This is an optimization exercise on Yosys and OpenROAD, whose aim is small area, a short achievable clock period and few clock cycles per item, not a production implementation.
RTL that was checked went through simulation tests only; none was proved equivalent to the original.
Power and IR drop assume default switching activity.

==> flow/design.v <==
module qrle (
    input  wire        clk,
    input  wire        rst,
    input  wire        in_valid,
    output wire        in_ready,
    input  wire [31:0] in_x,
    input  wire [31:0] in_delta,
    input  wire        in_last,
    output wire        out_valid,
    input  wire        out_ready,
    output wire [7:0]  out_data,
    output wire        out_last
);
    localparam ST_IDLE = 2'd0;
    localparam ST_DIV  = 2'd1;
    localparam ST_FIN  = 2'd2;
    localparam ST_SHL  = 2'd3;
    localparam EM_NONE = 2'd0;
    localparam EM_RUN  = 2'd1;
    localparam EM_LIT  = 2'd2;
    reg [1:0]  st;
    reg        rdy;           
    reg [24:0] rem;           
    reg [23:0] dvs;           
    reg [9:0]  k;             
    reg [7:0]  kd;            
    reg        first, fnan, fsat;
    reg [4:0]  j;             
    reg        seen;          
    reg        sgn;           
    reg        lastr;         
    reg        em2;           
    reg        lastb;         
    reg        g;             
    reg        e23;           
    reg        finf;          
    reg [31:0] acc;           
    reg        zacc, zlast;   
    reg [15:0] run;           
    reg        run_p, lit_p;  
    reg        run_last, lit_last;
    reg        lit_older;     
    reg [1:0]  em;            
    reg [2:0]  nb;            
    reg        ov, ol;
    reg [7:0]  od;
    assign out_valid = ov;
    assign out_data  = od;
    assign out_last  = ol;
    assign in_ready  = rdy;
    wire idle   = (st == ST_IDLE);
    wire accept = in_valid & rdy;
    wire [7:0]  ex = in_x[30:23];
    wire [7:0]  ed = in_delta[30:23];
    wire        x_zero = (in_x[30:0] == 31'd0);
    wire        x_e255 = &ex;
    wire        x_man  = |in_x[22:0];
    wire        d_zero = (in_delta[30:0] == 31'd0);
    wire        d_e255 = &ed;
    wire        in_nan = (x_e255 & x_man) | d_e255;    
    wire        in_sat = x_e255 | d_zero;
    wire [31:0] pa = {6'd0, 1'b0, rem, 1'b1};           
    wire [31:0] pb = {6'd0, 2'b11, ~dvs, 1'b1};
    wire [31:0] gg0 = pa & pb;
    wire [31:0] pp0 = pa ^ pb;
    wire [31:0] gu [0:5];
    wire [31:0] pu [0:5];
    assign gu[0] = gg0;
    assign pu[0] = pp0;
    genvar gl, gi;
    generate
        for (gl = 0; gl < 5; gl = gl + 1) begin : up
            for (gi = 0; gi < 32; gi = gi + 1) begin : nd
                if ((gi % (2 << gl)) == ((2 << gl) - 1)) begin : c
                    assign gu[gl+1][gi] = gu[gl][gi] | (pu[gl][gi] & gu[gl][gi - (1 << gl)]);
                    assign pu[gl+1][gi] = pu[gl][gi] & pu[gl][gi - (1 << gl)];
                end else begin : w
                    assign gu[gl+1][gi] = gu[gl][gi];
                    assign pu[gl+1][gi] = pu[gl][gi];
                end
            end
        end
    endgenerate
    wire [31:0] gd [0:4];
    wire [31:0] pd [0:4];
    assign gd[4] = gu[5];
    assign pd[4] = pu[5];
    generate
        for (gl = 3; gl >= 0; gl = gl - 1) begin : dn
            for (gi = 0; gi < 32; gi = gi + 1) begin : nd
                if ((gi >= (3 << gl) - 1) && ((gi - ((3 << gl) - 1)) % (2 << gl) == 0)) begin : c
                    assign gd[gl][gi] = gd[gl+1][gi] | (pd[gl+1][gi] & gd[gl+1][gi - (1 << gl)]);
                    assign pd[gl][gi] = pd[gl+1][gi] & pd[gl+1][gi - (1 << gl)];
                end else begin : w
                    assign gd[gl][gi] = gd[gl+1][gi];
                    assign pd[gl][gi] = pd[gl+1][gi];
                end
            end
        end
    endgenerate
    wire [25:0] trial = pp0[26:1] ^ gd[0][25:0];
    wire        b     = ~trial[25];
    wire [24:0] rsel  = b ? trial[24:0] : rem;
    wire        knorm = ~dvs[23] & ~fsat;    
    wire [9:0] kdiff = fnan ? -10'sd300 : fsat ? 10'd300 : (k - {2'b00, kd});
    wire [9:0] kc    = first ? kdiff : k;
    wire k_neg  = kc[9];
    wire k_ge31 = ~kc[9] & (|kc[8:5] | (&kc[4:0]));
    wire k_m1   = (kc == 10'h3FF);
    wire k_m2   = (kc == 10'h3FE);
    wire k_le_m2 = k_neg & ~k_m1;
    wire k_z    = (kc == 10'd0);
    wire j_23   = (j == 5'd23);
    wire j_24   = (j == 5'd24);
    wire [31:0] satv = sgn ? 32'h80000000 : 32'h7FFFFFFF;
    wire        stk   = |rem;
    wire        rbit  = g & (stk | lastb);
    wire        rinc  = finf | rbit;
    wire        fin_f = (st == ST_FIN) & e23 & rinc & ~finf;
    wire [31:0] acc_p1 = {acc[31:1], acc[0] | fin_f} + 32'd1;
    wire run_c1 = (run[15:7] == 9'd0) & (run[6:0] <= 7'd100);
    wire run_c2 = (run[15:8] == 8'd0);
    wire [2:0] run_cnt = run_c1 ? 3'd1 : run_c2 ? 3'd2 : 3'd3;
    wire a_s8  = (acc[31:8]  == {24{acc[31]}});       
    wire a_s16 = (acc[31:15] == {17{acc[31]}});
    wire a_s7  = (acc[31:7]  == {25{acc[31]}});       
    wire lit_c1 = a_s7 & (acc[31] ? (acc[6:0] > 7'd53) : (acc[6:0] < 7'd75));
    wire lit_c3 = a_s8 & acc[31] & (acc[7:0] != 8'd0) & ~lit_c1;    
    wire lit_c2 = a_s8 & ~acc[31] & ~lit_c1;                        
    wire lit_c4 = a_s16;
    wire [2:0] lit_cnt = lit_c1 ? 3'd1 : (lit_c2 | lit_c3) ? 3'd2 : lit_c4 ? 3'd3 : 3'd5;
    wire adv = ~ov | out_ready;
    wire em_idle   = (em == EM_NONE);
    wire start_lit = em_idle & lit_p & (lit_older | ~run_p);
    wire start_run = em_idle & run_p & ~(lit_p & lit_older);
    wire [1:0] cur_t = ~em_idle ? em : start_lit ? EM_LIT : start_run ? EM_RUN : EM_NONE;
    wire [2:0] cur_n = ~em_idle ? nb : start_lit ? lit_cnt : run_cnt;
    wire [7:0] lo8  = (lit_c1 | lit_c3) ? ((lit_c3 ? ~acc[7:0] : acc[7:0]) + (lit_c3 ? 8'd1 : 8'd180)) : acc[7:0];
    reg  [7:0] byte_n;
    always @(*) begin
        if (cur_t == EM_RUN) begin
            case (cur_n)
                3'd1:    byte_n = run[7:0];
                3'd2:    byte_n = run_c2 ? 8'd101 : run[15:8];
                default: byte_n = 8'd102;
            endcase
        end else begin
            case (cur_n)
                3'd1:    byte_n = lo8;
                3'd2:    byte_n = (lit_c2 | lit_c3) ? (lit_c2 ? 8'd103 : 8'd104) : acc[15:8];
                3'd3:    byte_n = lit_c4 ? 8'd105 : acc[23:16];
                3'd4:    byte_n = acc[31:24];
                default: byte_n = 8'd255;
            endcase
        end
    end
    wire load = adv & (cur_t != EM_NONE);
    wire run_done_now = load & (cur_t == EM_RUN) & (cur_n == 3'd1);
    wire stall = lit_p | (em == EM_LIT);
    wire step  = (st == ST_DIV) & ~stall & ~knorm;
    wire l1_sat  = k_ge31;
    wire l1_one  = k_m1;                          
    wire l1_zero = k_le_m2 & ~k_m2;               
    wire l1_done = l1_sat | l1_one | l1_zero;
    wire l0_zero = k_le_m2;                       
    wire s_int   = ~j_24 & ~k_neg;                
    wire s_fin1  = ~j_24 & (k_m1 | (k_le_m2 & j_23 & em2));    
    wire s_fin0  = ~j_24 & k_le_m2 & ~em2;        
    wire s_zero0 = ~j_24 & k_le_m2 & em2 & ~j_23;
    wire s_e23   = ~j_24 & k_z & j_23;            
    wire s_tofin1 = j_24 | s_e23;
    wire s_tofin0 = j_24;
    wire d_zero_ev = step & (seen ? (~b & s_zero0) : (b ? l1_zero : l0_zero));
    wire d_fin     = step & (seen ? (b ? s_fin1 : s_fin0) : (b & l1_one));
    wire d_post_run = step & (~seen & b & ~k_m2 & ~l1_zero | seen & b & s_fin1 & em2);
    wire d_post_lit = step & (seen ? (b ? s_fin1 : s_fin0) : (b & (l1_sat | l1_one)));
    wire d_tofin   = step & seen & (b ? s_tofin1 : s_tofin0);
    wire f_zero  = (st == ST_FIN) & em2 & ~rbit;
    wire f_shl   = ~k_neg | (k_m1 & ~finf);
    wire f_post_lit = (st == ST_FIN) & ~f_zero & ~f_shl;
    wire s_done  = (acc[31] ^ acc[30]) | k_m1;
    wire h_post_lit = (st == ST_SHL) & s_done;
    wire post_lit = d_post_lit | f_post_lit | h_post_lit;
    wire post_run = d_post_run | ((st == ST_FIN) & ~f_zero & em2);
    wire div_zero = d_zero_ev | f_zero;
    reg [1:0] st_n;
    always @(*) begin
        st_n = st;
        case (st)
            ST_IDLE: if (accept & ~x_zero) st_n = ST_DIV;
            ST_DIV:  begin
                if (d_zero_ev | d_fin | (step & ~seen & b & l1_sat)) st_n = ST_IDLE;
                else if (d_tofin) st_n = ST_FIN;
            end
            ST_FIN:  st_n = (f_zero | f_post_lit) ? ST_IDLE : ST_SHL;
            default: if (s_done) st_n = ST_IDLE;
        endcase
    end
    wire run_post = zacc ? (zlast | (run == 16'hFFFE)) : (post_run & (run != 16'd0));
    reg  run_p_n, lit_p_n;
    reg  [1:0] em_n;
    always @(*) begin
        run_p_n = run_p;
        lit_p_n = lit_p;
        em_n    = em;
        if (adv) begin
            if (cur_t != EM_NONE) em_n = (cur_n == 3'd1) ? EM_NONE : cur_t;
            if (start_lit) lit_p_n = 1'b0;
            if (start_run) run_p_n = 1'b0;
        end
        if (run_post) run_p_n = 1'b1;
        if (post_lit) lit_p_n = 1'b1;
    end
    wire chunk_next = zacc ? (run == 16'hFFFD) : (run == 16'hFFFE);
    wire rdy_n = accept ? (x_zero & ~in_last & ~chunk_next)
                        : ((st_n == ST_IDLE) & ~run_p_n & (em_n != EM_RUN) & ~(div_zero & (lastr | chunk_next)));
    wire [15:0] run_inc = run + 16'd1;
    always @(posedge clk) begin
        if (rst) begin
            st <= ST_IDLE;
            rdy <= 1'b0;
            run <= 16'd0;
            run_p <= 1'b0; lit_p <= 1'b0; lit_older <= 1'b0;
            em <= EM_NONE; ov <= 1'b0;
            zacc <= 1'b0;
        end else begin
            st  <= st_n;
            rdy <= rdy_n;
            run_p <= run_p_n;
            lit_p <= lit_p_n;
            em <= em_n;
            zacc <= (accept & x_zero) | div_zero;
            if (run_post) lit_older <= zacc & lit_p & ~(start_lit & adv);
            if (adv) ov <= (cur_t != EM_NONE);
            if (adv & run_done_now) run <= 16'd0;
            else if (zacc) run <= run_inc;
        end
    end
    wire [31:0] acc_init = l1_sat ? satv : k_m1 ? {{31{sgn}}, 1'b1} : k_neg ? {32{sgn}} : {{31{sgn}}, ~sgn};
    wire [31:0] acc_b1 = ~seen ? acc_init :
                         s_fin1 ? (sgn ? acc : acc_p1) :
                         s_int  ? {acc[30:0], ~sgn} : acc;
    wire [31:0] acc_b0 = ~seen ? acc :
                         s_fin0 ? (sgn ? acc_p1 : acc) :
                         s_int  ? {acc[30:0], sgn} : acc;
    always @(posedge clk) begin
        case (st)
            ST_IDLE: begin
                rem   <= {1'b0, |ex, in_x[22:0]};
                dvs   <= {|ed, in_delta[22:0]};
                k     <= {2'b00, ex[7:1], ex[0] | ~|ex};
                kd    <= {ed[7:1], ed[0] | ~|ed};
                fnan  <= in_nan;
                fsat  <= in_sat;
                first <= 1'b1;
                sgn   <= in_x[31] ^ in_delta[31];
                lastr <= in_last;
                zlast <= in_last;
                seen  <= 1'b0;
            end
            ST_DIV: begin
                if (~stall) begin
                    first <= 1'b0;
                    if (knorm) begin
                        dvs <= {dvs[22:0], 1'b0};
                        k   <= kc + 10'd1;
                    end else begin
                        rem <= {rsel[23:0], 1'b0};
                        k   <= kc - 10'd1;
                        acc <= b ? acc_b1 : acc_b0;
                        zlast <= lastr;
                        if (~seen) begin
                            seen  <= b;
                            j     <= 5'd1;
                            em2   <= k_m2;
                            lastb <= 1'b1;
                            finf  <= 1'b0;
                        end else begin
                            j <= j + 5'd1;
                            if (~j_24) lastb <= b;
                            if (j_24) begin
                                g   <= b;
                                e23 <= k_m1;
                            end
                            if (s_e23 & b) begin
                                finf <= 1'b1;
                                e23  <= 1'b1;
                            end
                        end
                    end
                end
            end
            ST_FIN: begin
                acc <= (rinc ^ sgn) ? acc_p1 : {acc[31:1], acc[0] & ~fin_f};
                zlast <= lastr;
            end
            default: begin  
                if (acc[31] ^ acc[30]) acc <= satv;
                else begin
                    acc <= {acc[30:0], 1'b0};
                    k   <= k - 10'd1;
                end
            end
        endcase
        if (run_post) run_last <= zacc & zlast;
        if (post_lit) lit_last <= lastr;
        if (adv & (cur_t != EM_NONE)) begin
            od <= byte_n;
            ol <= (cur_n == 3'd1) & ((cur_t == EM_RUN) ? run_last : lit_last);
            nb <= cur_n - 3'd1;
        end
    end
endmodule
Settings: LEC_CHECK=0, CAP_MARGIN=20, CORE_MARGIN=2, CORE_UTILIZATION=40, CTS_BUF_LIST=sky130_fd_sc_hd__clkbuf_8, SLEW_MARGIN=20; clock period 16.0 ns.
run.sh (not shown) runs the stock make flow with config.mk's settings and CLKGATE_MAP_FILE= SYNTH_SCRIPT=/design/flow/synth_recipe.tcl, a recipe that flattens the netlist after the stock synthesis.
==> next run, changes <==
--- a/flow/design.v
+++ b/flow/design.v
@@ -35,7 +35,7 @@
     reg        e23;           
     reg        finf;          
     reg [31:0] acc;           
-    reg        zacc, zlast;   
+    reg        zacc;          
     reg [15:0] run;           
     reg        run_p, lit_p;  
     reg        run_last, lit_last;
@@ -135,22 +135,20 @@
     wire start_run = em_idle & run_p & ~(lit_p & lit_older);
     wire [1:0] cur_t = ~em_idle ? em : start_lit ? EM_LIT : start_run ? EM_RUN : EM_NONE;
     wire [2:0] cur_n = ~em_idle ? nb : start_lit ? lit_cnt : run_cnt;
-    wire [7:0] lo8  = (lit_c1 | lit_c3) ? ((lit_c3 ? ~acc[7:0] : acc[7:0]) + (lit_c3 ? 8'd1 : 8'd180)) : acc[7:0];
+    wire [7:0] lit_first = lit_c1 ? (acc[7:0] + 8'd180) :
+                           lit_c2 ? 8'd103 : lit_c3 ? 8'd104 : lit_c4 ? 8'd105 : 8'd255;
+    wire [7:0] run_first = run_c1 ? run[7:0] : run_c2 ? 8'd101 : 8'd102;
+    reg        lneg;          
     reg  [7:0] byte_n;
     always @(*) begin
-        if (cur_t == EM_RUN) begin
-            case (cur_n)
-                3'd1:    byte_n = run[7:0];
-                3'd2:    byte_n = run_c2 ? 8'd101 : run[15:8];
-                default: byte_n = 8'd102;
-            endcase
-        end else begin
-            case (cur_n)
-                3'd1:    byte_n = lo8;
-                3'd2:    byte_n = (lit_c2 | lit_c3) ? (lit_c2 ? 8'd103 : 8'd104) : acc[15:8];
-                3'd3:    byte_n = lit_c4 ? 8'd105 : acc[23:16];
-                3'd4:    byte_n = acc[31:24];
-                default: byte_n = 8'd255;
+        if (em_idle) byte_n = start_lit ? lit_first : run_first;
+        else if (em == EM_RUN) byte_n = (nb == 3'd1) ? run[7:0] : run[15:8];
+        else begin
+            case (nb)
+                3'd1:    byte_n = lneg ? (~acc[7:0] + 8'd1) : acc[7:0];
+                3'd2:    byte_n = acc[15:8];
+                3'd3:    byte_n = acc[23:16];
+                default: byte_n = acc[31:24];
             endcase
         end
     end
@@ -196,7 +194,7 @@
             default: if (s_done) st_n = ST_IDLE;
         endcase
     end
-    wire run_post = zacc ? (zlast | (run == 16'hFFFE)) : (post_run & (run != 16'd0));
+    wire run_post = zacc ? (lastr | (run == 16'hFFFE)) : (post_run & (run != 16'd0));
     reg  run_p_n, lit_p_n;
     reg  [1:0] em_n;
     always @(*) begin
@@ -255,7 +253,6 @@
                 first <= 1'b1;
                 sgn   <= in_x[31] ^ in_delta[31];
                 lastr <= in_last;
-                zlast <= in_last;
                 seen  <= 1'b0;
             end
             ST_DIV: begin
@@ -268,7 +265,6 @@
                         rem <= {rsel[23:0], 1'b0};
                         k   <= kc - 10'd1;
                         acc <= b ? acc_b1 : acc_b0;
-                        zlast <= lastr;
                         if (~seen) begin
                             seen  <= b;
                             j     <= 5'd1;
@@ -292,7 +288,6 @@
             end
             ST_FIN: begin
                 acc <= (rinc ^ sgn) ? acc_p1 : {acc[31:1], acc[0] & ~fin_f};
-                zlast <= lastr;
             end
             default: begin  
                 if (acc[31] ^ acc[30]) acc <= satv;
@@ -302,8 +297,9 @@
                 end
             end
         endcase
-        if (run_post) run_last <= zacc & zlast;
+        if (run_post) run_last <= zacc & lastr;
         if (post_lit) lit_last <= lastr;
+        if (adv & start_lit) lneg <= lit_c3;
         if (adv & (cur_t != EM_NONE)) begin
             od <= byte_n;
             ol <= (cur_n == 3'd1) & ((cur_t == EM_RUN) ? run_last : lit_last);
After rerunning: Global-route usage climbs by 0.62 points. Via count hardly moves. Setup slack got worse by 140 ps. Clock-buffer cell count increases by 2. Register-to-register slack is better by 170 ps. Total power is higher by about 50%. Wire length went up by 2.9%. Clock power drops by about 12%. Critical path depth is lower by 1. Hold slack hardly moves.
Testbench counts after the change, summed over its fixed seeds: cycles 23,128, samples 7,072.
Only the layout flow was run in the first run of this note; the RTL was not checked for function there.

[static timing again, ports no longer ideal]
The flow's constraints put no driver on any port. The routed layouts listed below were extracted and timed again, unchanged, in two steps.
Step 1, drivers: a clkbuf_16 drives clk and a buf_2 each remaining input, both assumed.
Step 2 times the ports against the registers' clock, not the clock port: input delays grow and output delays shrink by t, the midpoint of the rising clock arrivals with the driver on.
Three values: no drivers, after step 1, after step 2; two values: the first two.
run | t (ns) | setup slack, ns | worst data-port slew with drivers (ns)
the first run | 0.519 | 10.341 / 10.364 / 9.845 | 0.05
the second run | 0.535 | 10.202 / 10.226 / 9.691 | 0.04
After both steps every run listed still meets setup and hold. For the second run, which loses most, drivers alone change the setup slack by +0.024 ns; drivers and shift together by -0.511 ns.
